Background: an optimization exercise with open tools, aiming at a short achievable clock period. Do not read the settings as production practice.
Where RTL was checked, it was by simulation tests only, not by an equivalence proof against the original.
Function not checked in runs 2 and 3: the RTL went through the layout flow alone.
Power and IR drop assume default switching activity.

--- flow/config.mk ---
export PLATFORM = sky130hd
export DESIGN_NAME = twms
export DESIGN_NICKNAME = twms
export VERILOG_FILES = /design/flow/design.v
export SDC_FILE = /design/flow/constraint.sdc
export NUM_CORES = 4
export LEC_CHECK = 0
export CAP_MARGIN = 20
export CORE_MARGIN = 2
export CORE_UTILIZATION = 30
export PLACE_DENSITY = 0.6
export SLEW_MARGIN = 20
export SYNTH_HIERARCHICAL = 1
export SYNTH_MINIMUM_KEEP_SIZE = 0
--- flow/constraint.sdc ---
create_clock -name core_clock -period 10.0 [get_ports {clk}]
set_input_delay 2.0000 -clock core_clock [delete_from_list [all_inputs] [get_ports {clk}]]
set_output_delay 2.0000 -clock core_clock [all_outputs]
set_load 0.01 [all_outputs]
--- flow/design.v ---
module twms_decode (
  input  logic        valid,
  input  logic [1:0]  port,        
  input  logic [31:0] w,           
  output logic        mal,         
  output logic        rng,         
  output logic        fstat,       
  output logic [1:0]  xstart,      
  output logic [1:0]  xstat,
  output logic [1:0]  bufwr,
  output logic [1:0]  bufrd,
  output logic        evpost,
  output logic        evclr,
  output logic        evpend,
  output logic [4:0]  emblk,       
  output logic [4:0]  emunblk,
  output logic        emcda,
  output logic        emsleep,
  output logic [1:0][2:0] subev,   
  output logic [1:0][2:0] irqraise,
  output logic [1:0]  irqen,
  output logic [1:0]  irqstat,
  output logic        wake
);
  logic host, env, sev;
  assign host = valid && (port == 2'd0);
  assign env  = valid && (port == 2'd1);
  assign sev  = valid && (port == 2'd2);
  logic [15:0] opd;
  always_comb
    for (int i = 0; i < 16; i++) opd[i] = (w[31:28] == 4'(i));
  logic z7_0, z23_8, z21_8, z25_24, z27_8, z7_5, z4_3, z2_0, z7_3, z27_24, z23_22;
  assign z7_0   = (w[7:0] == 8'b0);
  assign z7_5   = (w[7:5] == 3'b0);
  assign z7_3   = (w[7:3] == 5'b0);
  assign z4_3   = (w[4:3] == 2'b0);
  assign z2_0   = (w[2:0] == 3'b0);
  assign z23_8  = (w[23:8] == 16'b0);
  assign z21_8  = (w[21:8] == 14'b0);
  assign z23_22 = (w[23:22] == 2'b0);
  assign z25_24 = (w[25:24] == 2'b0);
  assign z27_24 = (w[27:24] == 4'b0);
  assign z27_8  = z27_24 && z23_8;
  logic [1:0] bus;                    
  assign bus = {!w[27] && w[26], !w[27] && !w[26]};
  logic cnt_ok, lvl_ok;
  assign cnt_ok = (w[9:7] != 3'd0) && (w[9:7] <= 3'd4);
  assign lvl_ok = (w[2:0] <= 3'd4);
  logic [4:0] lvl;
  always_comb
    for (int l = 0; l < 5; l++) lvl[l] = (w[2:0] == 3'(l));
  logic [2:0] sk, ik;
  assign sk[0] = (w[25:24] == 2'd0) && z7_0;
  assign sk[1] = (w[25:24] == 2'd1);
  assign sk[2] = (w[25:24] == 2'd2) && z7_0;
  assign ik[0] = (w[23:22] == 2'd0) && z7_0;
  assign ik[1] = (w[23:22] == 2'd1);
  assign ik[2] = (w[23:22] == 2'd2) && z7_0;
  logic wf_xstart, wf_xstat, wf_bufwr, wf_bufrd, wf_evpc, wf_evpend, wf_emlv, wf_em0,
        wf_subev, wf_irqraise, wf_irqen, wf_irqstat, wf_fstat, wf_wake;
  assign wf_xstart   = host && opd[1] && (w[6:5] == 2'b0);
  assign wf_xstat    = host && opd[2] && z25_24 && z23_8 && z7_0;
  assign wf_bufwr    = host && opd[3] && z23_8;
  assign wf_bufrd    = host && opd[4] && z25_24 && z23_8 && z7_0;
  assign wf_evpc     = host && (opd[5] || opd[6]) && z27_8 && z7_5;
  assign wf_evpend   = host && opd[7] && z27_8 && z7_0;
  assign wf_emlv     = host && (opd[8] || opd[9]) && z27_8 && z7_3;
  assign wf_em0      = host && (opd[10] || opd[11]) && z27_8 && z7_0;
  assign wf_subev    = sev && opd[12] && z23_8 && (sk != 3'b0);
  assign wf_irqraise = env && opd[13] && z25_24 && z21_8 && (ik != 3'b0);
  assign wf_irqen    = host && opd[13] && (w[25:24] == 2'd1) && z23_8 && z7_3;
  assign wf_irqstat  = host && opd[13] && (w[25:24] == 2'd2) && z23_8 && z7_0;
  assign wf_fstat    = host && opd[14] && z27_24 && z23_8 && z7_0;
  assign wf_wake     = env && opd[14] && (w[27:24] == 4'd1) && z23_8 && z7_0;
  logic wf_bus, wf_any, in_rng;
  assign wf_bus = wf_xstart || wf_xstat || wf_bufwr || wf_bufrd || wf_subev ||
                  wf_irqraise || wf_irqen || wf_irqstat;
  assign wf_any = wf_bus || wf_evpc || wf_evpend || wf_emlv || wf_em0 || wf_fstat || wf_wake;
  assign in_rng = !((wf_bus && w[27]) || (wf_xstart && !cnt_ok) || (wf_emlv && !lvl_ok));
  assign mal = !wf_any;
  assign rng = !in_rng;
  assign fstat    = wf_fstat;
  assign xstart   = {2{wf_xstart && cnt_ok}} & bus;
  assign xstat    = {2{wf_xstat}} & bus;
  assign bufwr    = {2{wf_bufwr}} & bus;
  assign bufrd    = {2{wf_bufrd}} & bus;
  assign evpost   = wf_evpc && opd[5];
  assign evclr    = wf_evpc && opd[6];
  assign evpend   = wf_evpend;
  assign emblk    = {5{wf_emlv && opd[8]}} & lvl;
  assign emunblk  = {5{wf_emlv && opd[9]}} & lvl;
  assign emcda    = wf_em0 && opd[10];
  assign emsleep  = wf_em0 && opd[11];
  assign subev[0]    = {3{wf_subev && bus[0]}} & sk;
  assign subev[1]    = {3{wf_subev && bus[1]}} & sk;
  assign irqraise[0] = {3{wf_irqraise && bus[0]}} & ik;
  assign irqraise[1] = {3{wf_irqraise && bus[1]}} & ik;
  assign irqen    = {2{wf_irqen}} & bus;
  assign irqstat  = {2{wf_irqstat}} & bus;
  assign wake     = wf_wake;
endmodule
module twms (
  input  logic        clk,
  input  logic        rst,           
  input  logic        cmd_valid,
  input  logic [1:0]  cmd_port,      
  input  logic [31:0] cmd_word,
  output logic        rsp_valid,
  output logic        rsp_ok,
  output logic [31:0] rsp_data,
  output logic [1:0]  bo0_cnt,       
  output logic [10:0] bo0_act0,
  output logic [10:0] bo0_act1,
  output logic [1:0]  bo1_cnt,       
  output logic [10:0] bo1_act0,
  output logic [10:0] bo1_act1,
  output logic        sleep_valid,   
  output logic [2:0]  sleep_level,
  output logic        pwr_asleep,    
  output logic [2:0]  pwr_level,
  output logic        halt,          
  output logic [2:0]  fcode,
  output logic [7:0]  finfo
);
  localparam logic [10:0] BA_START = 11'h000, BA_STOP = 11'h100, BA_TX = 11'h400;
  logic [1:0][2:0]  st_q;
  logic [1:0]       avail_q;
  logic [1:0]       mode_q;
  logic [1:0][6:0]  paddr_q;
  logic [1:0][7:0]  raddr_q;
  logic [1:0][2:0]  rem_q;
  logic [1:0][31:0] buf_q;
  logic [1:0][31:0] evoh_q;      
  logic [1:0][2:0]  if_q;
  logic [1:0][2:0]  ien_q;
  logic [1:0][7:0]  rxdata_q;
  logic [31:0]      ev_q;
  logic [4:0][4:0]  vt_q;        
  logic [1:0]       rem1_q, rem2_q;    
  logic [1:0][3:0]  rl1_q, rl2_q;      
  logic [1:0]       x_xs;        
  logic [1:0]       x_bw;        
  logic [1:0][2:0]  x_hv;        
  logic             x_dlv;       
  logic [1:0][2:0]  x_irq;       
  logic [1:0][2:0]  x_clr;       
  logic [1:0]       x_ien;       
  logic             x_evpost, x_evclr;
  logic [4:0]       x_vinc, x_vdec;
  logic             f_mode;
  logic [6:0]       f_paddr;
  logic [7:0]       f_raddr;
  logic [2:0]       f_cnt;
  logic             f_cnt1;      
  logic [3:0]       f_cl;        
  logic [31:0]      f_evoh;
  logic [3:0]       f_lane;
  logic [7:0]       f_byte;
  logic [2:0]       f_ien;
  logic             rsp_valid_q, rsp_okn_q;
  logic [31:0]      rsp_data_q;    
  logic [1:0][1:0]  bo_cnt_q;
  logic [1:0][10:0] bo_a0_q;
  logic [1:0][9:0]  bo_a1_q;      
  logic             slp_valid_q;
  logic [2:0]       slp_level_q;
  logic             asleep_q;
  logic [2:0]       plevel_q;
  logic             hpn_q, fatn_q, hp_q, fat_q;
  logic [1:0]       fcpn_q, fcnn_q, fcp_q, fcn_q;
  logic [5:0]       fipn_q, finn_q, fip_q, fin_q;
  logic             halt_cur;
  logic [2:0]       fcode_cur;
  logic [7:0]       finfo_cur;
  assign halt_cur  = hp_q | fat_q;
  assign fcode_cur = {1'b0, fcp_q | fcn_q};
  assign finfo_cur = {2'b0, fip_q | fin_q};
  assign rsp_valid   = rsp_valid_q;
  assign rsp_ok      = ~(rsp_okn_q | fat_q);        
  assign rsp_data    = {rsp_data_q[31:3], ~(rsp_data_q[2] & fatn_q), rsp_data_q[1],
                        ~(rsp_data_q[0] & fatn_q)};   
  assign bo0_cnt     = bo_cnt_q[0];
  assign bo0_act0    = bo_a0_q[0];
  assign bo0_act1    = {bo_a1_q[0][9], 1'b0, bo_a1_q[0][8:0]};
  assign bo1_cnt     = bo_cnt_q[1];
  assign bo1_act0    = bo_a0_q[1];
  assign bo1_act1    = {bo_a1_q[1][9], 1'b0, bo_a1_q[1][8:0]};
  assign sleep_valid = slp_valid_q;
  assign sleep_level = slp_level_q;
  assign pwr_asleep  = asleep_q;
  assign pwr_level   = plevel_q;
  assign halt        = ~(hpn_q & fatn_q);
  assign fcode       = {1'b0, ~(fcpn_q & fcnn_q)};
  assign finfo       = {2'b0, ~(fipn_q & finn_q)};
  logic [1:0][2:0] st_n;
  logic [1:0] avail_n;
  logic [1:0] mode_n;
  logic [1:0][6:0] paddr_n;
  logic [1:0][7:0] raddr_n;
  logic [1:0][2:0] rem_n;
  logic [1:0][31:0] buf_n;
  logic [1:0][31:0] evoh_n;
  logic [1:0][2:0] if_n;
  logic [1:0][2:0] ien_n;
  logic [1:0][7:0] rxdata_n;
  logic [31:0] ev_n;
  logic [4:0][4:0] vt_n;
  logic [4:0] vfull;
  logic [4:0] vzero;
  logic [2:0] cda;
  logic [1:0][2:0] hf;
  logic [1:0][2:0][2:0] hcode;
  logic [1:0][2:0][7:0] hinfo;
  logic [1:0][2:0][1:0] hcnt;
  logic [1:0][10:0] ack_a0;
  logic [1:0][10:0] ack_a1;
  logic [1:0][10:0] rx_a0;
  logic [1:0] dlv_on;
  logic [2:0] dlv_kind;
  logic  dlv_fatal;
  logic [2:0] dlv_fcode;
  logic [7:0] dlv_finfo;
  logic [1:0][1:0] dlv_cnt;
  logic [1:0][10:0] dlv_a0;
  logic [1:0][10:0] dlv_a1;
  twms_state u_state (
    .st_q(st_q),
    .avail_q(avail_q),
    .mode_q(mode_q),
    .paddr_q(paddr_q),
    .raddr_q(raddr_q),
    .rem_q(rem_q),
    .buf_q(buf_q),
    .evoh_q(evoh_q),
    .if_q(if_q),
    .ien_q(ien_q),
    .rxdata_q(rxdata_q),
    .ev_q(ev_q),
    .vt_q(vt_q),
    .rem1_q(rem1_q),
    .rem2_q(rem2_q),
    .rl1_q(rl1_q),
    .rl2_q(rl2_q),
    .f_cnt1(f_cnt1),
    .f_cl(f_cl),
    .x_xs(x_xs),
    .x_bw(x_bw),
    .x_hv(x_hv),
    .x_dlv(x_dlv),
    .x_irq(x_irq),
    .x_clr(x_clr),
    .x_ien(x_ien),
    .x_evpost(x_evpost),
    .x_evclr(x_evclr),
    .x_vinc(x_vinc),
    .x_vdec(x_vdec),
    .f_mode(f_mode),
    .f_paddr(f_paddr),
    .f_raddr(f_raddr),
    .f_cnt(f_cnt),
    .f_evoh(f_evoh),
    .f_lane(f_lane),
    .f_byte(f_byte),
    .f_ien(f_ien),
    .halt_cur(halt_cur),
    .st_n(st_n),
    .avail_n(avail_n),
    .mode_n(mode_n),
    .paddr_n(paddr_n),
    .raddr_n(raddr_n),
    .rem_n(rem_n),
    .buf_n(buf_n),
    .evoh_n(evoh_n),
    .if_n(if_n),
    .ien_n(ien_n),
    .rxdata_n(rxdata_n),
    .ev_n(ev_n),
    .vt_n(vt_n),
    .vfull(vfull),
    .vzero(vzero),
    .cda(cda),
    .hf(hf),
    .hcode(hcode),
    .hinfo(hinfo),
    .hcnt(hcnt),
    .ack_a0(ack_a0),
    .ack_a1(ack_a1),
    .rx_a0(rx_a0),
    .dlv_on(dlv_on),
    .dlv_kind(dlv_kind),
    .dlv_fatal(dlv_fatal),
    .dlv_fcode(dlv_fcode),
    .dlv_finfo(dlv_finfo),
    .dlv_cnt(dlv_cnt),
    .dlv_a0(dlv_a0),
    .dlv_a1(dlv_a1)
  );
  logic            v, nv;           
  logic            d_mal, d_rng, d_fstat, d_evpost, d_evclr, d_evpend, d_emcda, d_emsleep, d_wake;
  logic [1:0]      d_xstart, d_xstat, d_bufwr, d_bufrd, d_irqen, d_irqstat;
  logic [4:0]      d_emblk, d_emunblk;
  logic [1:0][2:0] d_subev, d_irqraise;
  assign v  = cmd_valid && !rst;
  assign nv = !cmd_valid && !rst;
  twms_decode u_decode (
    .valid    (v),
    .port     (cmd_port),
    .w        (cmd_word),
    .mal      (d_mal),
    .rng      (d_rng),
    .fstat    (d_fstat),
    .xstart   (d_xstart),
    .xstat    (d_xstat),
    .bufwr    (d_bufwr),
    .bufrd    (d_bufrd),
    .evpost   (d_evpost),
    .evclr    (d_evclr),
    .evpend   (d_evpend),
    .emblk    (d_emblk),
    .emunblk  (d_emunblk),
    .emcda    (d_emcda),
    .emsleep  (d_emsleep),
    .subev    (d_subev),
    .irqraise (d_irqraise),
    .irqen    (d_irqen),
    .irqstat  (d_irqstat),
    .wake     (d_wake)
  );
  logic             h;
  logic [1:0]       e_xs, e_bw, e_sub;
  logic [1:0][2:0]  e_hv;
  logic             c1, c2, c3, c4, c5, fat_cmd, fatal, ok;
  logic [15:0]      g_op;
  logic             g_host, g_env, g_sev, g_z7_0, g_z7_5, g_z7_3, g_z238, g_z218, g_z2524,
                    g_z2724, g_b, g_cnt, g_lvl, g_sk, g_ik, g_wf, g_go, g_fstat, g_busy;
  logic             sb_hf;
  logic [2:0]       sb_hc;
  logic [7:0]       sb_hi;
  logic             ck_xs, ck_em, ck_sub, sp_xs, sp_blk, sp_unb, sp_sub, f_xs, f_blk, f_unb, f_sub;
  logic [31:0]      rd, rd_src, rd_buf;
  logic             rd_base, rd_bus, rd_top, rd_xstat, rd_bufrd, rd_evpend, rd_irq,
                    rd_cda, rd_fstat, rd_ok_hi, rd_ok_mid, rd_ok_lo, rd_ok_cda;
  logic [7:0]       rd_xs;
  logic [15:0]      rd_irqv;
  logic [2:0]       fc;
  logic [7:0]       fi;
  logic             sleep_x, wake_x, sub_any;
  logic             rsp_ok_d;
  logic [31:0]      rsp_data_d;
  logic [1:0][1:0]  bo_cnt_d;
  logic [1:0][10:0] bo_a0_d, bo_a1_d;
  always_comb begin
    h = halt_cur;
    for (int b = 0; b < 2; b++) begin
      e_xs[b]  = d_xstart[b] && !h && avail_n[b] && !vfull[2];
      e_bw[b]  = d_bufwr[b] && !h && avail_n[b];
      e_sub[b] = (d_subev[b] != 3'b0) && !h;
      for (int k = 0; k < 3; k++)
        e_hv[b][k] = (d_subev[b][k] && !h && !hf[b][k]) ||
                     (nv && dlv_on[b] && dlv_kind[k] && !hf[b][k]);
    end
    for (int i = 0; i < 16; i++) g_op[i] = (cmd_word[31:28] == 4'(i));
    g_host = v && (cmd_port == 2'd0);
    g_env  = v && (cmd_port == 2'd1);
    g_sev  = v && (cmd_port == 2'd2);
    g_z7_0 = (cmd_word[7:0] == 8'b0);
    g_z7_5 = (cmd_word[7:5] == 3'b0);
    g_z7_3 = (cmd_word[7:3] == 5'b0);
    g_z238 = (cmd_word[23:8] == 16'b0);
    g_z218 = (cmd_word[21:8] == 14'b0);
    g_z2524 = (cmd_word[25:24] == 2'b0);
    g_z2724 = (cmd_word[27:24] == 4'b0);
    g_b   = !cmd_word[27];
    g_cnt = (cmd_word[9:7] != 3'd0) && (cmd_word[9:7] <= 3'd4);
    g_lvl = (cmd_word[2:0] <= 3'd4);
    g_sk  = (cmd_word[25:24] == 2'd1) ||
            (((cmd_word[25:24] == 2'd0) || (cmd_word[25:24] == 2'd2)) && g_z7_0);
    g_ik  = (cmd_word[23:22] == 2'd1) ||
            (((cmd_word[23:22] == 2'd0) || (cmd_word[23:22] == 2'd2)) && g_z7_0);
    g_wf = (g_host && g_op[1] && (cmd_word[6:5] == 2'b0)) ||
           (g_host && g_z238 &&
            (g_op[3] ||
             (g_z7_0 && (((g_op[2] || g_op[4]) && g_z2524) ||
                         ((g_op[7] || g_op[10] || g_op[11] || g_op[14]) && g_z2724) ||
                         (g_op[13] && (cmd_word[25:24] == 2'd2)))) ||
             (g_z7_5 && (g_op[5] || g_op[6]) && g_z2724) ||
             (g_z7_3 && (((g_op[8] || g_op[9]) && g_z2724) ||
                         (g_op[13] && (cmd_word[25:24] == 2'd1)))))) ||
           (g_env && ((g_op[13] && g_z2524 && g_z218 && g_ik) ||
                      (g_op[14] && (cmd_word[27:24] == 4'd1) && g_z238 && g_z7_0))) ||
           (g_sev && g_op[12] && g_z238 && g_sk);
    g_go = (g_host && g_op[1] && (cmd_word[6:5] == 2'b0) && g_b && g_cnt) ||
           (g_host && g_z238 &&
            ((g_op[3] && g_b) ||
             (g_z7_0 && (((g_op[2] || g_op[4]) && g_z2524 && g_b) ||
                         ((g_op[7] || g_op[10] || g_op[11] || g_op[14]) && g_z2724) ||
                         (g_op[13] && (cmd_word[25:24] == 2'd2) && g_b))) ||
             (g_z7_5 && (g_op[5] || g_op[6]) && g_z2724) ||
             (g_z7_3 && (((g_op[8] || g_op[9]) && g_z2724 && g_lvl) ||
                         (g_op[13] && (cmd_word[25:24] == 2'd1) && g_b))))) ||
           (g_env && ((g_op[13] && g_z2524 && g_z218 && g_ik && g_b) ||
                      (g_op[14] && (cmd_word[27:24] == 4'd1) && g_z238 && g_z7_0))) ||
           (g_sev && g_op[12] && g_z238 && g_sk && g_b);
    g_fstat = g_host && g_op[14] && g_z2724 && g_z238 && g_z7_0;
    g_busy  = (g_op[1] || g_op[3]) && !avail_n[cmd_word[26]];
    c4 = v && h && !g_fstat;
    c1 = v && !h && !g_wf;
    c2 = !h && g_wf && !g_go;
    c3 = !h && g_go && g_busy;
    ck_xs  = v && (cmd_port == 2'd0) && (cmd_word[6:5] == 2'b0) && !cmd_word[27] &&
             (cmd_word[9:7] != 3'd0) && (cmd_word[9:7] <= 3'd4);
    ck_em  = v && (cmd_port == 2'd0) && (cmd_word[27:3] == 25'b0);
    ck_sub = v && (cmd_port == 2'd2) && (cmd_word[23:8] == 16'b0) && !cmd_word[27] &&
             ((cmd_word[25:24] == 2'd1) ||
              (((cmd_word[25:24] == 2'd0) || (cmd_word[25:24] == 2'd2)) && (cmd_word[7:0] == 8'b0)));
    sp_xs  = (cmd_word[31:28] == 4'h1) && avail_n[cmd_word[26]] && vfull[2];
    sp_blk = (cmd_word[31:28] == 4'h8) && (cmd_word[2:0] <= 3'd4) && vfull[cmd_word[2:0]];
    sp_unb = (cmd_word[31:28] == 4'h9) && (cmd_word[2:0] <= 3'd4) && vzero[cmd_word[2:0]];
    sb_hf = 1'b0;
    sb_hc = 3'd0;
    sb_hi = 8'd0;
    for (int b = 0; b < 2; b++)
      for (int k = 0; k < 3; k++)
        if (cmd_word[26] == 1'(b) && cmd_word[25:24] == 2'(k)) begin
          sb_hf = hf[b][k];
          sb_hc = hcode[b][k];
          sb_hi = hinfo[b][k];
        end
    sp_sub = (cmd_word[31:28] == 4'hC) && sb_hf;
    f_xs   = !h && ck_xs && sp_xs;
    f_blk  = !h && ck_em && sp_blk;
    f_unb  = !h && ck_em && sp_unb;
    f_sub  = !h && ck_sub && sp_sub;
    fat_cmd = f_xs || f_blk || f_unb || f_sub;
    c5 = fat_cmd;
    fatal = fat_cmd || (nv && dlv_fatal);
    rd_base = v && (cmd_port == 2'd0) && (cmd_word[23:0] == 24'b0);
    rd_bus  = !cmd_word[27] && (cmd_word[25:24] == 2'd0);
    rd_top  = (cmd_word[27:24] == 4'd0);
    rd_xstat  = (cmd_word[31:28] == 4'h2) && rd_bus;
    rd_bufrd  = (cmd_word[31:28] == 4'h4) && rd_bus;
    rd_evpend = (cmd_word[31:28] == 4'h7) && rd_top;
    rd_irq    = (cmd_word[31:28] == 4'hD) && !cmd_word[27] && (cmd_word[25:24] == 2'd2);
    rd_cda    = ((cmd_word[31:28] == 4'hA) || (cmd_word[31:28] == 4'hB)) && rd_top;
    rd_fstat  = (cmd_word[31:28] == 4'hE) && rd_top;
    rd_ok_hi  = rd_base && !h && (rd_bufrd || rd_evpend);
    rd_ok_mid = rd_base && ((!h && (rd_bufrd || rd_evpend || rd_irq)) || rd_fstat);
    rd_ok_lo  = rd_base && ((!h && (rd_bufrd || rd_evpend || rd_irq || rd_xstat)) || rd_fstat);
    rd_ok_cda = rd_base && !h && rd_cda;
    rd_xs   = (cmd_word[26] ? {mode_n[1], rem_n[1], st_n[1], avail_n[1]}
                            : {mode_n[0], rem_n[0], st_n[0], avail_n[0]});
    rd_buf  = cmd_word[26] ? buf_n[1] : buf_n[0];
    rd_irqv = cmd_word[26] ? {rxdata_n[1], 2'b0, ien_n[1], if_n[1]}
                           : {rxdata_n[0], 2'b0, ien_n[0], if_n[0]};
    case ({cmd_word[31], cmd_word[29], cmd_word[28]})
      3'b010:  rd_src = {24'b0, rd_xs};
      3'b000:  rd_src = rd_buf;
      3'b011:  rd_src = ev_n;
      3'b101:  rd_src = {16'b0, rd_irqv};
      default: rd_src = {16'b0, finfo_cur, 4'b0, fcode_cur, h};
    endcase
    rd[31:16] = rd_src[31:16] & {16{rd_ok_hi}};
    rd[15:8]  = rd_src[15:8]  & {8{rd_ok_mid}};
    rd[7:0]   = rd_src[7:0]   & {8{rd_ok_lo}};
    rd[2:0]   = rd[2:0] | (cda & {3{rd_ok_cda}});
    ok = g_fstat || (!h && g_go && !g_busy);
    rsp_ok_d = ok;
    rsp_data_d = rd;
    rsp_data_d[0] = c1 || c3 || rd[0];
    rsp_data_d[1] = c2 || c3 || rd[1];
    rsp_data_d[2] = c4 || rd[2];
    for (int b = 0; b < 2; b++) begin
      bo_cnt_d[b] = {e_xs[b], 1'b0} | (dlv_cnt[b] & {2{nv}});
      for (int k = 0; k < 3; k++)
        bo_cnt_d[b] = bo_cnt_d[b] | (hcnt[b][k] & {2{d_subev[b][k] && !h}});
      if (!cmd_valid) begin
        bo_a0_d[b] = dlv_a0[b];
        bo_a1_d[b] = dlv_a1[b];
      end else if (cmd_word[31:28] == 4'h1) begin
        bo_a0_d[b] = BA_START;
        bo_a1_d[b] = BA_TX | {3'b0, cmd_word[24:18], 1'b0};
      end else begin
        bo_a0_d[b] = cmd_word[24] ? rx_a0[b] : ack_a0[b];
        bo_a1_d[b] = cmd_word[24] ? BA_STOP : ack_a1[b];
      end
    end
    fc = 3'd0;
    fi = 8'd0;
    if (nv && dlv_fatal) begin
      fc = dlv_fcode;
      fi = dlv_finfo;
    end
    if (f_xs) begin
      fc = fc | 3'd3;
      fi = fi | 8'd2;
    end
    if (f_blk) begin
      fc = fc | 3'd3;
      fi = fi | {5'b0, cmd_word[2:0]};
    end
    if (f_unb) begin
      fc = fc | 3'd2;
      fi = fi | {5'b0, cmd_word[2:0]};
    end
    if (f_sub) begin
      fc = fc | sb_hc;
      fi = fi | sb_hi;
    end
    sleep_x = d_emsleep && !h;
    wake_x  = d_wake && !h;
    sub_any = (e_sub != 2'b0) || (nv && (dlv_on != 2'b0));
  end
  always_ff @(posedge clk) begin
    rsp_valid_q <= v;
    rsp_okn_q   <= !rsp_ok_d;
    rsp_data_q  <= {rsp_data_d[31:3], !rsp_data_d[2], rsp_data_d[1], !rsp_data_d[0]};
    bo_cnt_q    <= bo_cnt_d;
    bo_a0_q     <= bo_a0_d;
    for (int b = 0; b < 2; b++) bo_a1_q[b] <= {bo_a1_d[b][10], bo_a1_d[b][8:0]};
    slp_valid_q <= sleep_x;
    slp_level_q <= cda;
    if (rst) begin
      hpn_q    <= 1'b1;
      fatn_q   <= 1'b1;
      hp_q     <= 1'b0;
      fat_q    <= 1'b0;
      fcpn_q   <= 2'b11;
      fcnn_q   <= 2'b11;
      fcp_q    <= 2'b00;
      fcn_q    <= 2'b00;
      fipn_q   <= 6'h3f;
      finn_q   <= 6'h3f;
      fip_q    <= 6'h00;
      fin_q    <= 6'h00;
      asleep_q <= 1'b0;
      plevel_q <= 3'd0;
    end else begin
      hpn_q    <= !h;
      fatn_q   <= !fatal;
      hp_q     <= h;
      fat_q    <= fatal;
      fcpn_q   <= ~fcode_cur[1:0];
      fcnn_q   <= ~fc[1:0];     
      fcp_q    <= fcode_cur[1:0];
      fcn_q    <= fc[1:0];
      fipn_q   <= ~finfo_cur[5:0];
      finn_q   <= ~fi[5:0];
      fip_q    <= finfo_cur[5:0];
      fin_q    <= fi[5:0];
      asleep_q <= sleep_x || (asleep_q && !sub_any && !wake_x);
      if (sleep_x) plevel_q <= cda;
    end
    x_xs     <= e_xs;
    x_bw     <= e_bw;
    x_hv     <= e_hv;
    x_dlv    <= !cmd_valid;
    for (int b = 0; b < 2; b++) begin
      x_irq[b] <= d_irqraise[b] & {3{!h}};
      x_clr[b] <= {3{nv && dlv_on[b]}} & dlv_kind;
    end
    x_ien    <= d_irqen & {2{!h}};
    x_evpost <= d_evpost && !h;
    x_evclr  <= d_evclr && !h;
    for (int l = 0; l < 5; l++) begin
      x_vinc[l] <= (d_emblk[l] && !h && !vfull[l]) || (l == 2 && e_xs != 2'b0);
      x_vdec[l] <= (d_emunblk[l] && !h && !vzero[l]) ||
                   (l == 2 && (e_hv[0][2] || e_hv[1][2]));
    end
    f_mode   <= cmd_word[25];
    f_paddr  <= cmd_word[24:18];
    f_raddr  <= cmd_word[17:10];
    f_cnt    <= cmd_word[9:7];
    f_cnt1   <= (cmd_word[9:7] == 3'd1);
    for (int i = 0; i < 4; i++) f_cl[i] <= (cmd_word[8:7] == 2'(i + 1));
    for (int i = 0; i < 32; i++) f_evoh[i] <= (cmd_word[4:0] == 5'(i));
    for (int i = 0; i < 4; i++)  f_lane[i] <= (cmd_word[25:24] == 2'(i));
    f_byte   <= cmd_word[7:0];
    f_ien    <= cmd_word[2:0];
    if (rst) begin
      st_q     <= '0;
      avail_q  <= '1;
      mode_q   <= '0;
      paddr_q  <= '0;
      raddr_q  <= '0;
      rem_q    <= '0;
      buf_q    <= '0;
      evoh_q   <= {2{32'd1}};
      if_q     <= '0;
      ien_q    <= '1;
      rxdata_q <= '0;
      ev_q     <= '0;
      vt_q     <= '0;
      rem1_q   <= 2'b00;
      rem2_q   <= 2'b00;
      rl1_q    <= {2{4'b1000}};
      rl2_q    <= {2{4'b0100}};
    end else begin
      st_q     <= st_n;
      avail_q  <= avail_n;
      mode_q   <= mode_n;
      paddr_q  <= paddr_n;
      raddr_q  <= raddr_n;
      rem_q    <= rem_n;
      buf_q    <= buf_n;
      evoh_q   <= evoh_n;
      if_q     <= if_n;
      ien_q    <= ien_n;
      rxdata_q <= rxdata_n;
      ev_q     <= ev_n;
      vt_q     <= vt_n;
      for (int b = 0; b < 2; b++) begin
        rem1_q[b] <= (rem_n[b] == 3'd1);
        rem2_q[b] <= (rem_n[b] == 3'd2);
        for (int j = 0; j < 4; j++) begin
          rl1_q[b][j] <= (rem_n[b][1:0] == 2'(j + 1));
          rl2_q[b][j] <= (rem_n[b][1:0] == 2'(j + 2));
        end
      end
    end
  end
endmodule
module twms_state (
  input  logic [1:0][2:0] st_q,
  input  logic [1:0] avail_q,
  input  logic [1:0] mode_q,
  input  logic [1:0][6:0] paddr_q,
  input  logic [1:0][7:0] raddr_q,
  input  logic [1:0][2:0] rem_q,
  input  logic [1:0][31:0] buf_q,
  input  logic [1:0][31:0] evoh_q,
  input  logic [1:0][2:0] if_q,
  input  logic [1:0][2:0] ien_q,
  input  logic [1:0][7:0] rxdata_q,
  input  logic [31:0] ev_q,
  input  logic [4:0][4:0] vt_q,
  input  logic [1:0] rem1_q,
  input  logic [1:0] rem2_q,
  input  logic [1:0][3:0] rl1_q,
  input  logic [1:0][3:0] rl2_q,
  input  logic  f_cnt1,
  input  logic [3:0] f_cl,
  input  logic [1:0] x_xs,
  input  logic [1:0] x_bw,
  input  logic [1:0][2:0] x_hv,
  input  logic  x_dlv,
  input  logic [1:0][2:0] x_irq,
  input  logic [1:0][2:0] x_clr,
  input  logic [1:0] x_ien,
  input  logic  x_evpost,
  input  logic  x_evclr,
  input  logic [4:0] x_vinc,
  input  logic [4:0] x_vdec,
  input  logic  f_mode,
  input  logic [6:0] f_paddr,
  input  logic [7:0] f_raddr,
  input  logic [2:0] f_cnt,
  input  logic [31:0] f_evoh,
  input  logic [3:0] f_lane,
  input  logic [7:0] f_byte,
  input  logic [2:0] f_ien,
  input  logic  halt_cur,
  output logic [1:0][2:0] st_n,
  output logic [1:0] avail_n,
  output logic [1:0] mode_n,
  output logic [1:0][6:0] paddr_n,
  output logic [1:0][7:0] raddr_n,
  output logic [1:0][2:0] rem_n,
  output logic [1:0][31:0] buf_n,
  output logic [1:0][31:0] evoh_n,
  output logic [1:0][2:0] if_n,
  output logic [1:0][2:0] ien_n,
  output logic [1:0][7:0] rxdata_n,
  output logic [31:0] ev_n,
  output logic [4:0][4:0] vt_n,
  output logic [4:0] vfull,
  output logic [4:0] vzero,
  output logic [2:0] cda,
  output logic [1:0][2:0] hf,
  output logic [1:0][2:0][2:0] hcode,
  output logic [1:0][2:0][7:0] hinfo,
  output logic [1:0][2:0][1:0] hcnt,
  output logic [1:0][10:0] ack_a0,
  output logic [1:0][10:0] ack_a1,
  output logic [1:0][10:0] rx_a0,
  output logic [1:0] dlv_on,
  output logic [2:0] dlv_kind,
  output logic  dlv_fatal,
  output logic [2:0] dlv_fcode,
  output logic [7:0] dlv_finfo,
  output logic [1:0][1:0] dlv_cnt,
  output logic [1:0][10:0] dlv_a0,
  output logic [1:0][10:0] dlv_a1
);
  localparam logic [10:0] BA_START = 11'h000, BA_STOP = 11'h100, BA_TX = 11'h400;
  logic [1:0][2:0] rm_q;
  logic [1:0][1:0][2:0] pend_x;
  logic [1:0][2:0] pend;
  logic [1:0] dec_n, rn1;
  logic [1:0][3:0] rnl;
  logic [1:0][7:0] lane_n;
  always_comb begin
    for (int b = 0; b < 2; b++) begin
      rm_q[b] = rem_q[b] - 3'd1;
      st_n[b]     = st_q[b];
      avail_n[b]  = avail_q[b];
      mode_n[b]   = mode_q[b];
      paddr_n[b]  = paddr_q[b];
      raddr_n[b]  = raddr_q[b];
      rem_n[b]    = rem_q[b];
      evoh_n[b]   = evoh_q[b];
      if (x_xs[b]) begin
        st_n[b]    = 3'd1;
        avail_n[b] = 1'b0;
        mode_n[b]  = f_mode;
        paddr_n[b] = f_paddr;
        raddr_n[b] = f_raddr;
        rem_n[b]   = f_cnt;
        evoh_n[b]  = f_evoh;
      end
      if (x_hv[b][0]) begin
        case (st_q[b])
          3'd1:    st_n[b] = mode_q[b] ? 3'd2 : 3'd4;
          3'd2:    st_n[b] = 3'd3;
          3'd3:    st_n[b] = 3'd5;
          default: st_n[b] = rem1_q[b] ? 3'd6 : 3'd4;
        endcase
        if (st_q[b] == 3'd4) rem_n[b] = rm_q[b];
      end
      if (x_hv[b][1]) begin
        st_n[b]  = rem1_q[b] ? 3'd6 : 3'd5;
        rem_n[b] = rm_q[b];
      end
      if (x_hv[b][2]) begin
        st_n[b]    = 3'd0;
        avail_n[b] = 1'b1;
      end
      for (int j = 0; j < 4; j++) begin
        buf_n[b][8*j +: 8] = buf_q[b][8*j +: 8];
        if (x_bw[b] && f_lane[j])
          buf_n[b][8*j +: 8] = f_byte;
        if (x_hv[b][1] && rl1_q[b][j])
          buf_n[b][8*j +: 8] = x_dlv ? rxdata_q[b] : f_byte;
      end
      if_n[b] = (if_q[b] | x_irq[b]) & ~x_clr[b];
      ien_n[b] = x_ien[b] ? f_ien : ien_q[b];
      rxdata_n[b] = x_irq[b][1] ? f_byte : rxdata_q[b];
    end
    ev_n = ev_q;
    if (x_evpost) ev_n = ev_n | f_evoh;
    if (x_evclr)  ev_n = ev_n & ~f_evoh;
    if (x_hv[0][2]) ev_n = ev_n | evoh_q[0];
    if (x_hv[1][2]) ev_n = ev_n | evoh_q[1];
    for (int l = 0; l < 5; l++)
      vt_n[l] = x_vinc[l] ? {vt_q[l][3:0], 1'b1} : x_vdec[l] ? {1'b0, vt_q[l][4:1]} : vt_q[l];
  end
  always_comb begin
    for (int l = 0; l < 5; l++) begin
      vfull[l] = vt_n[l][4];
      vzero[l] = !vt_n[l][0];
    end
    cda = 3'd4;
    for (int l = 3; l >= 0; l--)
      if (!vzero[l]) cda = 3'(l);
    for (int b = 0; b < 2; b++) begin
      dec_n[b] = x_hv[b][1] || (x_hv[b][0] && st_q[b] == 3'd4);
      rn1[b] = x_xs[b] ? f_cnt1 : dec_n[b] ? rem2_q[b] : rem1_q[b];
      rnl[b] = x_xs[b] ? f_cl : dec_n[b] ? rl2_q[b] : rl1_q[b];
      lane_n[b] = 8'b0;
      for (int j = 0; j < 4; j++)
        if (rnl[b][j]) lane_n[b] = lane_n[b] | buf_n[b][8*j +: 8];
      hf[b][0] = !(st_n[b] == 3'd1 || st_n[b] == 3'd2 || st_n[b] == 3'd3 || st_n[b] == 3'd4);
      hf[b][1] = !(st_n[b] == 3'd3 || st_n[b] == 3'd5);
      hf[b][2] = !(st_n[b] == 3'd6) || vzero[2];
      for (int k = 0; k < 3; k++) begin
        if (k == 2 && st_n[b] == 3'd6) begin
          hcode[b][k] = 3'd2;
          hinfo[b][k] = 8'd2;
        end else begin
          hcode[b][k] = 3'd1;
          hinfo[b][k] = {2'b0, 1'(b), st_n[b], 2'(k)};
        end
      end
      hcnt[b][0] = 2'd0;
      ack_a0[b]  = BA_TX | {3'b0, lane_n[b]};
      ack_a1[b]  = BA_STOP;
      case (st_n[b])
        3'd1: begin
          hcnt[b][0] = 2'd1;
          ack_a0[b]  = BA_TX | {3'b0, raddr_n[b]};
        end
        3'd2: begin
          hcnt[b][0] = 2'd2;
          ack_a0[b]  = BA_START;
          ack_a1[b]  = BA_TX | {3'b0, paddr_n[b], 1'b1};
        end
        3'd4: hcnt[b][0] = rn1[b] ? 2'd2 : 2'd1;
        default: ;
      endcase
      hcnt[b][1] = 2'd0;
      if (st_n[b] == 3'd3 || st_n[b] == 3'd5) hcnt[b][1] = rn1[b] ? 2'd2 : 2'd1;
      hcnt[b][2] = 2'd0;
      rx_a0[b] = rn1[b] ? 11'h300 : 11'h200;    
      pend[b] = if_n[b] & ien_n[b];
    end
    dlv_on[0] = !halt_cur && (pend[0] != 3'b0);
    dlv_on[1] = !halt_cur && (pend[0] == 3'b0) && (pend[1] != 3'b0);
    dlv_kind = 3'b000;
    dlv_fatal = 1'b0;
    dlv_fcode = 3'd0;
    dlv_finfo = 8'd0;
    for (int b = 0; b < 2; b++) begin
      pend_x[b][0] = {pend[b][2] & !pend[b][1] & !pend[b][0], pend[b][1] & !pend[b][0], pend[b][0]};
      dlv_cnt[b] = 2'd0;
      dlv_a0[b]  = pend[b][0] ? ack_a0[b] : rx_a0[b];
      dlv_a1[b]  = pend[b][0] ? ack_a1[b] : BA_STOP;
      for (int k = 0; k < 3; k++)
        if (pend_x[b][0][k]) dlv_cnt[b] = dlv_on[b] ? hcnt[b][k] : 2'd0;
    end
    for (int b = 0; b < 2; b++)
      if (dlv_on[b]) begin
        dlv_kind = pend_x[b][0];
        for (int k = 0; k < 3; k++)
          if (pend_x[b][0][k]) begin
            dlv_fatal = hf[b][k];
            dlv_fcode = hcode[b][k];
            dlv_finfo = hinfo[b][k];
          end
      end
  end
endmodule
--- flow/flow/run.sh ---
#!/bin/bash
# Layout flow: the standard ORFS flow, with timing repair aimed at a setup
# slack margin well above what the 10 ns clock asks for, so that the resizer
# keeps working on the critical paths (the SDC is unchanged), and a last
# max-slew/max-cap repair after global routing (flow/post_grt.tcl). Port
# buffers are buf_4 (ORFS would pick a delay cell, clkdlybuf4s50_1).
# The platform's don't-use cells are extended with the slow high-stack gates
# (flow/dont_use.txt), for synthesis and for the resizer alike.
# make's output goes to standard_flow.log; each ORFS step logs under orfs/logs/.
set -euo pipefail
MARGIN=${MARGIN:-7.0}
DONT_USE=$(tr '\n' ' ' < flow/dont_use.txt)
bash standard.sh SETUP_SLACK_MARGIN=$MARGIN TNS_END_PERCENT=100 \
  "DONT_USE_CELLS=$DONT_USE" \
  "BUFFER_PORTS_ARGS=-buffer_cell sky130_fd_sc_hd__buf_4" \
  POST_GLOBAL_ROUTE_TCL=$PWD/flow/post_grt.tcl finish > standard_flow.log 2>&1
--- flow/flow/dont_use.txt ---
sky130_fd_sc_hd__probe_p_8
sky130_fd_sc_hd__probec_p_8
sky130_fd_sc_hd__lpflow_bleeder_1
sky130_fd_sc_hd__lpflow_clkbufkapwr_1
sky130_fd_sc_hd__lpflow_clkbufkapwr_16
sky130_fd_sc_hd__lpflow_clkbufkapwr_2
sky130_fd_sc_hd__lpflow_clkbufkapwr_4
sky130_fd_sc_hd__lpflow_clkbufkapwr_8
sky130_fd_sc_hd__lpflow_clkinvkapwr_1
sky130_fd_sc_hd__lpflow_clkinvkapwr_16
sky130_fd_sc_hd__lpflow_clkinvkapwr_2
sky130_fd_sc_hd__lpflow_clkinvkapwr_4
sky130_fd_sc_hd__lpflow_clkinvkapwr_8
sky130_fd_sc_hd__lpflow_decapkapwr_12
sky130_fd_sc_hd__lpflow_decapkapwr_3
sky130_fd_sc_hd__lpflow_decapkapwr_4
sky130_fd_sc_hd__lpflow_decapkapwr_6
sky130_fd_sc_hd__lpflow_decapkapwr_8
sky130_fd_sc_hd__lpflow_inputiso0n_1
sky130_fd_sc_hd__lpflow_inputiso0p_1
sky130_fd_sc_hd__lpflow_inputiso1n_1
sky130_fd_sc_hd__lpflow_inputiso1p_1
sky130_fd_sc_hd__lpflow_inputisolatch_1
sky130_fd_sc_hd__lpflow_isobufsrc_1
sky130_fd_sc_hd__lpflow_isobufsrc_16
sky130_fd_sc_hd__lpflow_isobufsrc_2
sky130_fd_sc_hd__lpflow_isobufsrc_4
sky130_fd_sc_hd__lpflow_isobufsrc_8
sky130_fd_sc_hd__lpflow_isobufsrckapwr_16
sky130_fd_sc_hd__lpflow_lsbuf_lh_hl_isowell_tap_1
sky130_fd_sc_hd__lpflow_lsbuf_lh_hl_isowell_tap_2
sky130_fd_sc_hd__lpflow_lsbuf_lh_hl_isowell_tap_4
sky130_fd_sc_hd__lpflow_lsbuf_lh_isowell_4
sky130_fd_sc_hd__lpflow_lsbuf_lh_isowell_tap_1
sky130_fd_sc_hd__lpflow_lsbuf_lh_isowell_tap_2
sky130_fd_sc_hd__lpflow_lsbuf_lh_isowell_tap_4
sky130_fd_sc_hd__or4_*
sky130_fd_sc_hd__nor4_*
sky130_fd_sc_hd__or4b_*
sky130_fd_sc_hd__nor4b_*
sky130_fd_sc_hd__or4bb_*
sky130_fd_sc_hd__nor4bb_*
sky130_fd_sc_hd__or3_*
sky130_fd_sc_hd__nor3_*
sky130_fd_sc_hd__or3b_*
sky130_fd_sc_hd__nor3b_*
sky130_fd_sc_hd__o41ai_*
sky130_fd_sc_hd__a41oi_*
sky130_fd_sc_hd__o41a_*
sky130_fd_sc_hd__a41o_*
sky130_fd_sc_hd__o311ai_*
sky130_fd_sc_hd__o2111ai_*
sky130_fd_sc_hd__a2111oi_*
sky130_fd_sc_hd__o2111a_*
sky130_fd_sc_hd__a2111o_*
sky130_fd_sc_hd__o311a_*
sky130_fd_sc_hd__a311oi_*
sky130_fd_sc_hd__a311o_*
sky130_fd_sc_hd__o32ai_*
sky130_fd_sc_hd__o32a_*
sky130_fd_sc_hd__a32oi_*
sky130_fd_sc_hd__a32o_*
sky130_fd_sc_hd__o221ai_*
sky130_fd_sc_hd__o221a_*
sky130_fd_sc_hd__a221oi_*
sky130_fd_sc_hd__a221o_*
sky130_fd_sc_hd__o211ai_*
sky130_fd_sc_hd__o211a_*
sky130_fd_sc_hd__a211oi_*
sky130_fd_sc_hd__a211o_*
sky130_fd_sc_hd__o31ai_*
sky130_fd_sc_hd__o31a_*
sky130_fd_sc_hd__a31oi_*
sky130_fd_sc_hd__a31o_*
sky130_fd_sc_hd__o22a_*
sky130_fd_sc_hd__a22o_*
sky130_fd_sc_hd__a2bb2o_*
sky130_fd_sc_hd__o2bb2a_*
sky130_fd_sc_hd__a2bb2oi_*
sky130_fd_sc_hd__o2bb2ai_*
sky130_fd_sc_hd__and4_*
sky130_fd_sc_hd__and4b_*
sky130_fd_sc_hd__and4bb_*
sky130_fd_sc_hd__nand4b_*
sky130_fd_sc_hd__nand4bb_*
--- flow/flow/post_grt.tcl ---
# After global routing's timing repair: repair max slew and capacitance
# again, with margin, since repair_timing can leave drivers at the limit.
# Same sequence as global_route.tcl uses after its own repair_design.
repair_design -slew_margin 30 -cap_margin 30
global_route -start_incremental
detailed_placement
global_route -end_incremental
estimate_parasitics -global_routing
write_guides $::env(RESULTS_DIR)/route.guide
--- flow/standard.sh ---
#!/bin/bash
# synth_recipe.tcl (not shown) runs the flow's synth.tcl, then flattens the netlist and writes it again
# the make line also repeats each setting of config.mk as NAME=value (left out here)
make -C /OpenROAD-flow-scripts/flow DESIGN_CONFIG=/design/flow/config.mk WORK_HOME=/design/flow/orfs CLKGATE_MAP_FILE= SYNTH_SCRIPT=/design/flow/synth_recipe.tcl "${@:-finish}"
==> results of run 1 <==
-- per-stage QoR --
stage | std cells | total power [uW] | setup slack (ns) | hold WS (ns) | util [%]
final | 4122 | 4440 | 6.84 | 0.459 | 37.4
after CTS | 4075 | 4450 | 6.80 | 0.461 | 36.3
after detailed placement | 3911 | 2250 | 5.25 | 0.448 | 31.8
after global placement | 3911 | 2260 | 5.33 | 0.446 | 31.8
after floorplan | 2982 | 2200 | 6.61 | 0.481 | -
-- flip-flops by register name, indices dropped and copies added, names as in the netlist, 7 cells and up --
name,flops
vt_q,25
f_evoh,32
evoh_q,64
paddr_q,14
bo_a0_q,22
raddr_q,16
f_paddr,7
buf_q,64
rsp_data_q,32
bo_a1_q,20
f_raddr,8
ev_q,32
rxdata_q,16
rl2_q,7
-- layout make-up --
cell class | instances | area share, %
timing repair buffer | 255 | 9.65
sequential | 499 | 33.8
clock buffer | 70 | 5.04
tap | 1060 | 4.42
multi-input combinational | 2065 | 43.9
inverter | 144 | 1.87
clock inverter | 29 | 1.32
-- metal layers --
layer  up-vias  global-route usage, %
li1       9945                      -
met1     10000                   27.0
met2       879                   30.8
met3       170                   4.04
met4         2                   6.98
met5         -                  0.795
-- final timing paths --
path | startpoint | to | slack [ns] | depth (start not counted)
hold / removal | plevel_q[0]$_SDFFE_PP0P_ | plevel_q[0]$_SDFFE_PP0P_ | 0.46 | 2
setup / recovery | rsp_okn_q$_DFF_P_ | rsp_ok | 6.84 | 2
setup reg to reg | f_ien[0]$_DFF_P_ | fin_q[0]$_SDFF_PP0_ | 7.00 | 10
hold reg to reg | plevel_q[0]$_SDFFE_PP0P_ | plevel_q[0]$_SDFFE_PP0P_ | 0.46 | 2
-- where the power goes --
part / internal, uW / switching [uW] / leakage, uW
Sequential: 2010 / 14.4 / 0.00408
Clock: 1280 / 872 / 0.000932
Combinational: 113 / 157 / 0.00724
Total: 3400 / 1040 / 0.0122
-- worst register-to-register path, cell delays in order, from the launching register on --
cell and delay, ns:
dfxtp_1 0.44, mux2_2 0.27, nor2b_2 0.43, inv_1 0.25, and3_1 0.23, a222oi_1 0.33
o22ai_1 0.12, and2_2 0.27, a222oi_1 0.36, buf_4 0.18, inv_1 0.03
==> flow_metrics.tcl, run 1 <==
set metrics [dict create \
    cts_tree "yes" \
    clk-insertion-delay-late_ns 0.62 \
    holdCritPathClass "reg -> reg" \
    cap_violations 0 \
    path_class "reg -> out" \
    leakage_uw 0.0122 \
    register_area_um2 10100 \
    start_kind "register" \
    htree_levels 2 \
    cts.clk_slew.worst_paths_ns 0.06 \
    final_hold_viol_count 0 \
    cts_resized 336 \
    slowest_stage "dfxtp_2" \
    cp_slowest_stage_delay_ns 0.34 \
    area_growth_pct 23.5 \
    layout.nets 3061 \
    crit_required_ns 8.00 \
    crit_fanout 1 \
    fill_cells 8185 \
    end_kind "output pin" \
    fin_crit_sh_pct 31.6 \
    antenna_found_initial 0 \
    start_util_pct 30.2 \
    dieHeight_um 289 \
    drc 0 \
    worst_pin_slew_ns 0.995 \
    setup_violations 0 \
    gp_congestion 0.954 \
    period_needed_ns 3.16 \
    grt_pass1_wl_um 125000 \
    final_cell_mix "392 x dfxtp_1, 279 x nor2_1, 277 x nor2b_1" \
    io_buffer_count 133 \
    cp_top_family "flip-flops" \
    multi_input_area_um2 13200 \
    wl_met1_um 37400 \
    post_cts_buffers 53 \
    grt_max_degree 207 \
    tns_ns 0 \
    dieArea_um2 83400 \
    dieWidth_um 289 \
    grt_pass1_vias 19400 \
    max-vdd-ir-drop_mv 0.110 \
    fmax_ghz 0.317 \
    clock_path_buffers 3 \
    totalWireLength_um 85900 \
    hpwl_um 57300 \
    clock-root-buffer "clkbuf_16" \
    syn_area_um2 24300 \
    wl_met2_um 38200 \
    grt_util_all_layers_pct 19.8 \
    fin_area_um2 30000 \
    drive_gt1_share_pct 25.9 \
    grt.overflow.total 0 \
    wl_per_cell_um 20.8 \
    slew_headroom_pct 33.7 \
    via_count 21000 \
    hold_buffers 0 \
    via_per_inst 5.10 \
    cp_cell_sequence "nor2_4 > buf_6" \
    p_per_area_nw_per_um2 148 \
    place_area_um2 25600 \
    status "timing/DRC/antenna clean" \
    synth_area_per_cell_um2 8.31 \
    crit_buf_inv 1 \
    clock_sinks 499 \
    antenna_cells 0 \
    num_rows 104 \
    synthCells 2927 \
    top_layer "met5" \
    io_pins 139 \
    coreArea_um2 80400 \
    layout_commonest_cell "dfxtp_1" \
    critPathArrivalTime_ns 1.16 \
    ys.warnings.count 9 \
    firstDrtPassIters 9 \
    routed-wl-met3_um 7270 \
    cts_buffers 55 \
    drt_iter0_markers 1959 \
    postRouteAntennaNets 0 \
    slew_violations 0 \
    fin_skew_ns 0.0288 \
]
==> inputs of run 2 (changes only) <==
--- a/flow/design.v
+++ b/flow/design.v
@@ -470,9 +470,11 @@
     rsp_data_d[1] = c2 || c3 || rd[1];
     rsp_data_d[2] = c4 || rd[2];
     for (int b = 0; b < 2; b++) begin
-      bo_cnt_d[b] = {e_xs[b], 1'b0} | (dlv_cnt[b] & {2{nv}});
+      bo_cnt_d[b] = 2'd0;
       for (int k = 0; k < 3; k++)
-        bo_cnt_d[b] = bo_cnt_d[b] | (hcnt[b][k] & {2{d_subev[b][k] && !h}});
+        if (d_subev[b][k] && !h) bo_cnt_d[b] = hcnt[b][k];
+      if (nv)      bo_cnt_d[b] = dlv_cnt[b];
+      if (e_xs[b]) bo_cnt_d[b] = 2'd2;
       if (!cmd_valid) begin
         bo_a0_d[b] = dlv_a0[b];
         bo_a1_d[b] = dlv_a1[b];
--- a/flow/config.mk
+++ b/flow/config.mk
@@ -7,7 +7,7 @@
 export LEC_CHECK = 0
 export CAP_MARGIN = 20
 export CORE_MARGIN = 2
-export CORE_UTILIZATION = 30
+export CORE_UTILIZATION = 40
 export PLACE_DENSITY = 0.6
 export SLEW_MARGIN = 20
 export SYNTH_HIERARCHICAL = 1
==> flow_metrics.tcl, run 2 <==
set metrics [dict create \
    fill_cells 5611 \
    io_buffer_count 133 \
    critPathArrivalTime_ns 3.73 \
    clock-root-buffer "clkbuf_16" \
    p_total_uw 4490 \
    coreArea_um2 60500 \
    reg2reg_depth 13 \
    final_hold_viol_count 0 \
    p_per_area_nw_per_um2 149 \
    fin_skew_ns 0.0162 \
    post_cts_buffers 56 \
    drc 0 \
    period_needed_ns 3.24 \
    hold_buffers 0 \
    grt.overflow.total 0 \
    fmax_ghz 0.308 \
    ys.warnings.count 9 \
    synthCells 2911 \
    clk-insertion-delay-late_ns 0.62 \
    reg2reg_to "finn_q[2]$_SDFF_PP1_" \
    antenna_found_initial 4 \
    drt_iter0_markers 2020 \
    io_pins 139 \
    synth_area_per_cell_um2 8.41 \
    wl_per_cell_um 23.7 \
    setup_violations 0 \
    worstSetupPathDepth 12 \
    hpwl_um 61700 \
    fin_crit_sh_pct 32.4 \
    cp_slowest_stage_delay_ns 0.27 \
    postRouteAntennaNets 0 \
    syn_area_um2 24500 \
    layout_commonest_cell "dfxtp_1" \
    holdCritPathClass "reg -> reg" \
    drive_gt1_share_pct 27.9 \
    reg.largest.list "buf_q x64, evoh_q x64" \
    slew_headroom_pct 38.7 \
    end_kind "register" \
    slew_violations 0 \
    crit_buf_inv 1 \
    clock_path_buffers 3 \
    grt_max_degree 110 \
    firstDrtPassIters 11 \
    cts.clk_slew.worst_paths_ns 0.06 \
    tns_ns 0 \
    area_growth_pct 22.8 \
    start_kind "input pin" \
    via_count 21700 \
    clock_sinks 499 \
    slowest_stage "nor2_4" \
    path_class "in -> reg" \
    r2r_slack_ns 6.96 \
    cts_resized 364 \
    dieWidth_um 251 \
    max-vdd-ir-drop_mv 0.142 \
    cts_buffers 55 \
    final_util_pct 49.7 \
    dieHeight_um 251 \
    num_rows 90 \
    dieArea_um2 63200 \
    crit_required_ns 10.49 \
    r2r-start "x_xs[0]$_DFF_P_" \
    worst_pin_slew_ns 0.920 \
    status "timing/DRC/antenna clean" \
    totalWireLength_um 91300 \
    htree_levels 2 \
    dp_slack_ns 5.62 \
    grt_pass1_vias 20800 \
    cpMostUsedCell "nor2_1" \
    leakage_uw 0.0126 \
    worstSetupStartpoint "cmd_word[3]" \
    via_per_inst 5.63 \
    crit_fanout 6 \
    layout_setup_ws_ns 6.76 \
    cts_tree "yes" \
    final_cell_mix "391 x dfxtp_1, 274 x nor2b_1, 248 x nor2_1" \
    cap_violations 0 \
    cp_cell_sequence "buf_12 > nor2_4 > nand4_4 > o21ai_2 > nand4_1 > nor2_2 > and2_4 > nor2_1 > a21oi_1 > o21ai_1 > a22oi_1 > nor2_1" \
    cp_top_family "simple AND/OR/NAND/NOR gates" \
    grt_util_all_layers_pct 27.8 \
    grt_pass1_wl_um 133000 \
    cp-endpoint "bo_cnt_q[2]$_SDFF_PP0_" \
    gp_congestion 0.997 \
    layout.nets 3064 \
    start_util_pct 40.5 \
]
## run 2: per-stage QoR
| stage | cells | hold slack (ns) | instance area [um2] |
|---|---|---|---|
| 2_1_floorplan | 2966 | 0.481 | 25100 |
| 3_3_place_gp | 3624 | 0.445 | 25500 |
| 3_5_place_dp | 3631 | 0.450 | 25500 |
| 4_1_cts | 3800 | 0.461 | 29200 |
| 6_report | 3851 | 0.462 | 30100 |
## run 2: layer usage
metal	GRT usage (%)	vias up	part of all wire, %
li1	-	9979	-
met1	35.6	10500	41
met2	45.5	960	46
met3	4.88	216	7.9
met4	13.2	2	5.0
met5	0	-	0.013
## run 2: worst register-to-register path, stage by stage, from the launching register on
cell	delay [ns]
dfxtp_2	0.33
buf_8	0.23
buf_16	0.27
nor2_1	0.08
a22oi_2	0.23
nand3_2	0.24
and3_1	0.24
o21ai_1	0.27
mux2i_2	0.16
o21ai_1	0.16
o21a_2	0.26
nor2b_4	0.21
a222oi_1	0.10
buf_4	0.18
## run 2: worst min-delay path by stage
stage,from,to,cells past startpoint,slack (ns)
floorplan,plevel_q[0]$_SDFFE_PP0P_,plevel_q[0]$_SDFFE_PP0P_,2,0.48
global placement,plevel_q[0]$_SDFFE_PP0P_,plevel_q[0]$_SDFFE_PP0P_,2,0.44
detailed placement,plevel_q[1]$_SDFFE_PP0P_,plevel_q[1]$_SDFFE_PP0P_,2,0.45
CTS,plevel_q[1]$_SDFFE_PP0P_,plevel_q[1]$_SDFFE_PP0P_,2,0.46
finish,plevel_q[1]$_SDFFE_PP0P_,plevel_q[1]$_SDFFE_PP0P_,2,0.46
## run 2: report_power, final
group | internal (uW) | total [uW] | switching, uW
Clock | 1340 | 2210 | 869
Sequential | 2000 | 2020 | 14.0
Combinational | 104 | 266 | 162
Total | 3440 | 4490 | 1050
## run 2: area by class of cell
| type | instances | area (um2) | share of cell area, % |
|---|---|---|---|
| inverter | 148 | 576 | 1.91 |
| multi-input combinational | 2054 | 13500 | 45.0 |
| tap | 782 | 978 | 3.25 |
| clock inverter | 29 | 420 | 1.40 |
| sequential | 499 | 10100 | 33.7 |
| clock buffer | 73 | 1530 | 5.10 |
| antenna | 1 | 2.50 | 0.00832 |
| timing repair buffer | 265 | 2890 | 9.61 |
==> inputs of run 3 (changes only) <==
--- a/flow/config.mk
+++ b/flow/config.mk
@@ -10,5 +10,3 @@
 export CORE_UTILIZATION = 40
 export PLACE_DENSITY = 0.6
 export SLEW_MARGIN = 20
-export SYNTH_HIERARCHICAL = 1
-export SYNTH_MINIMUM_KEEP_SIZE = 0
==> flow_metrics.tcl, run 3 <==
set metrics [dict create \
    synth_edf_count 0 \
    antenna_found_initial 0 \
    layout.nets 2550 \
    reg.largest.list "buf_q x64, evoh_q x64" \
    synth_area_per_cell_um2 8.74 \
    synth_seq_cells 499 \
    period_needed_ns 3.31 \
    via_count 18300 \
    status "timing/DRC/antenna clean" \
    clkPwrFrac_pct 49.3 \
    r2r_slack_ns 6.84 \
    grt.overflow.total 0 \
    clock_sinks 499 \
    synthCells 2393 \
    leakage_uw 0.0104 \
    start_kind "input pin" \
    postRouteAntennaNets 0 \
    cts.clk_slew.worst_paths_ns 0.06 \
    totalWireLength_um 74000 \
    grt_pass1_wl_um 108000 \
    hpwl_um 50600 \
    num_rows 83 \
    p_per_area_nw_per_um2 164 \
    synth_top_area_share_pct 47.7 \
    ys.warnings.count 3 \
    share_seq_of_total_power_pct 46.8 \
    cap_violations 0 \
    synth_cell_types 54 \
    p_int_uw 3340 \
    max-vdd-ir-drop_mv 0.119 \
    fmax_ghz 0.302 \
    setup_violations 0 \
    clk-insertion-delay-late_ns 0.63 \
    r2r-start "x_xs[1]$_DFF_P_" \
    reg2reg_depth 7 \
    start_util_pct 40.6 \
    grt_util_all_layers_pct 26.7 \
    antenna_cells 0 \
    fin_area_um2 26200 \
    cts_tree "yes" \
    p_comb_share_pct 3.9 \
    drive_gt1_share_pct 25.0 \
    critPathArrivalTime_ns 3.84 \
    place_area_um2 22300 \
    io_pins 139 \
    path_class "in -> reg" \
    reg2reg_to "fin_q[3]$_SDFF_PP0_" \
    holdCritPathClass "reg -> reg" \
    cts_resized 305 \
    fin_crit_sh_pct 33.1 \
    coreArea_um2 51500 \
    worstSetupStartpoint "cmd_word[5]" \
    worst_pin_slew_ns 0.863 \
    syn_area_um2 20900 \
    yosysTopAreaCell "dfxtp_1" \
    gp_congestion 0.941 \
    slew_headroom_pct 42.5 \
    end_kind "register" \
    crit_fanout 5 \
    synth_seq_area_share_pct 47.7 \
    swShare_pct 22.6 \
    final_util_pct 50.9 \
    cts_buffers 52 \
    dieArea_um2 54200 \
    htree_levels 2 \
    final_cell_mix "439 x nor2_1, 393 x dfxtp_1, 184 x mux2i_1" \
    wl_per_cell_um 22.9 \
    drt_iter0_markers 1842 \
    dieWidth_um 233 \
    post_cts_buffers 41 \
    io_buffer_count 133 \
    fin_skew_ns 0.0278 \
    cp-endpoint "rsp_data_q[1]$_DFF_P_" \
    ys_top_cells_by_count "499 x dfxtp_1, 486 x nor2_1, 185 x mux2i_1" \
    layout_commonest_cell "nor2_1" \
    drc 0 \
    async_reset_ff_share_pct 0 \
    synth_most_common_cell "dfxtp_1" \
    final_hold_viol_count 0 \
    fin_hold_ws_ns 0.482 \
    switching_power_uw 972 \
    clock_path_buffers 3 \
    dieHeight_um 233 \
    grt_max_degree 101 \
    slew_violations 0 \
    synth_area_leaders "dfxtp_1 48%, mux2i_1 8.9%, nor2_1 8.7%" \
    clock-root-buffer "clkbuf_16" \
    tns_ns 0 \
    via_per_inst 5.67 \
    grt_pass1_vias 17100 \
    area_growth_pct 25.2 \
    hold_buffers 0 \
    ys.flop_type "dfxtp_1" \
    crit_required_ns 10.53 \
    firstDrtPassIters 6 \
]
run 3: cell type report:
| class | instances | area, um2 |
|---|---|---|
| inverters | 43 | 174 |
| fillers | 4762 | 25300 |
| repair buffers | 216 | 2350 |
| clock buffers | 71 | 1560 |
| well taps | 680 | 851 |
| multi-input cells | 1697 | 10800 |
| clock inverters | 24 | 342 |
| flip-flops and latches | 499 | 10100 |
run 3: power by group through the flow:
stage / combinational (uW) / sequential, uW / clock, uW
after floorplan: 84.5 / 2050 / 0
after global placement: 127 / 2060 / 0
after detailed placement: 127 / 2060 / 0
after CTS: 155 / 2020 / 2150
final: 169 / 2020 / 2120
run 3: critical path, cell delays in order:
cell,delay [ns]
buf_6,0.10
nor2_4,0.21
and3b_2,0.28
buf_4,0.14
nand2_4,0.07
nor2_4,0.11
and3_1,0.21
nand2_1,0.17
a222oi_1,0.38
a21oi_1,0.06
o21ai_0,0.09
run 3: cells by family after synthesis:
family	synth area share (%)
AOI/OAI and AO/OA	16.2
xor gates and xnor gates	0.0837
and+or+nand+nor	20.4
DFF	47.7
muxes	10.8
buffers and inverters	4.48
adders and majority gates	0.239
other	0.0179
run 3: how the worst min path moves through the flow:
stage / startpoint / endpoint / slack (ns) / cells past startpoint
after floorplan: evoh_q[0]$_SDFFE_PP1P_ / evoh_q[0]$_SDFFE_PP1P_ / 0.44 / 2
after global placement: evoh_q[32]$_SDFFE_PP1P_ / evoh_q[32]$_SDFFE_PP1P_ / 0.46 / 2
after detailed placement: evoh_q[32]$_SDFFE_PP1P_ / evoh_q[32]$_SDFFE_PP1P_ / 0.47 / 2
after CTS: asleep_q$_SDFF_PP0_ / asleep_q$_SDFF_PP0_ / 0.48 / 2
final: evoh_q[32]$_SDFFE_PP1P_ / evoh_q[32]$_SDFFE_PP1P_ / 0.48 / 2
run 3: per-layer routing:
layer  up-vias  wire length [um]  GRT usage [%]
met1      8889             31500           35.9
met2       796             34100           43.1
met3       161              5510           3.93
met5         -                 0              0
li1       8473                 -              -
met4         0              2840           10.1
run 3: through the flow:
step           worst slack [ns]  cells  power, uW
3_3_place_gp               5.52   3062       2190
6_report                   6.69   3230       4310
4_1_cts                    6.78   3204       4320
2_1_floorplan              6.41   2397       2130
3_5_place_dp               5.55   3062       2190

-- afterwards: timing with drivers on the ports --
The flow's constraints put no driver on any port. The routed layouts listed below were extracted and timed again, unchanged, in two steps. Step 1 sets driving cells, clkbuf_16 on the clock port and buf_2 on the other inputs (assumed; they add their load-dependent delay and slew). Step 2 also shifts input and output timing later by t, the mid clock arrival at the registers, as if the neighbouring blocks saw the same clock. Slacks: ideal / step 1 / step 2; pairs: ideal / step 1.
run | shift t [ns] | slack for setup (ns) | worst slew at a driven data input, ns
run 1 | 0.669 | 6.840 / 6.779 / 6.155 | 0.26
run 2 | 0.677 | 6.757 / 6.744 / 6.067 | 0.28
run 3 | 0.673 | 6.687 / 6.715 / 6.041 | 0.22
After both steps setup and hold are still met in every run listed. The setup slack of run 2, which loses most, moves by -0.013 ns with the drivers and by -0.690 ns with both steps.
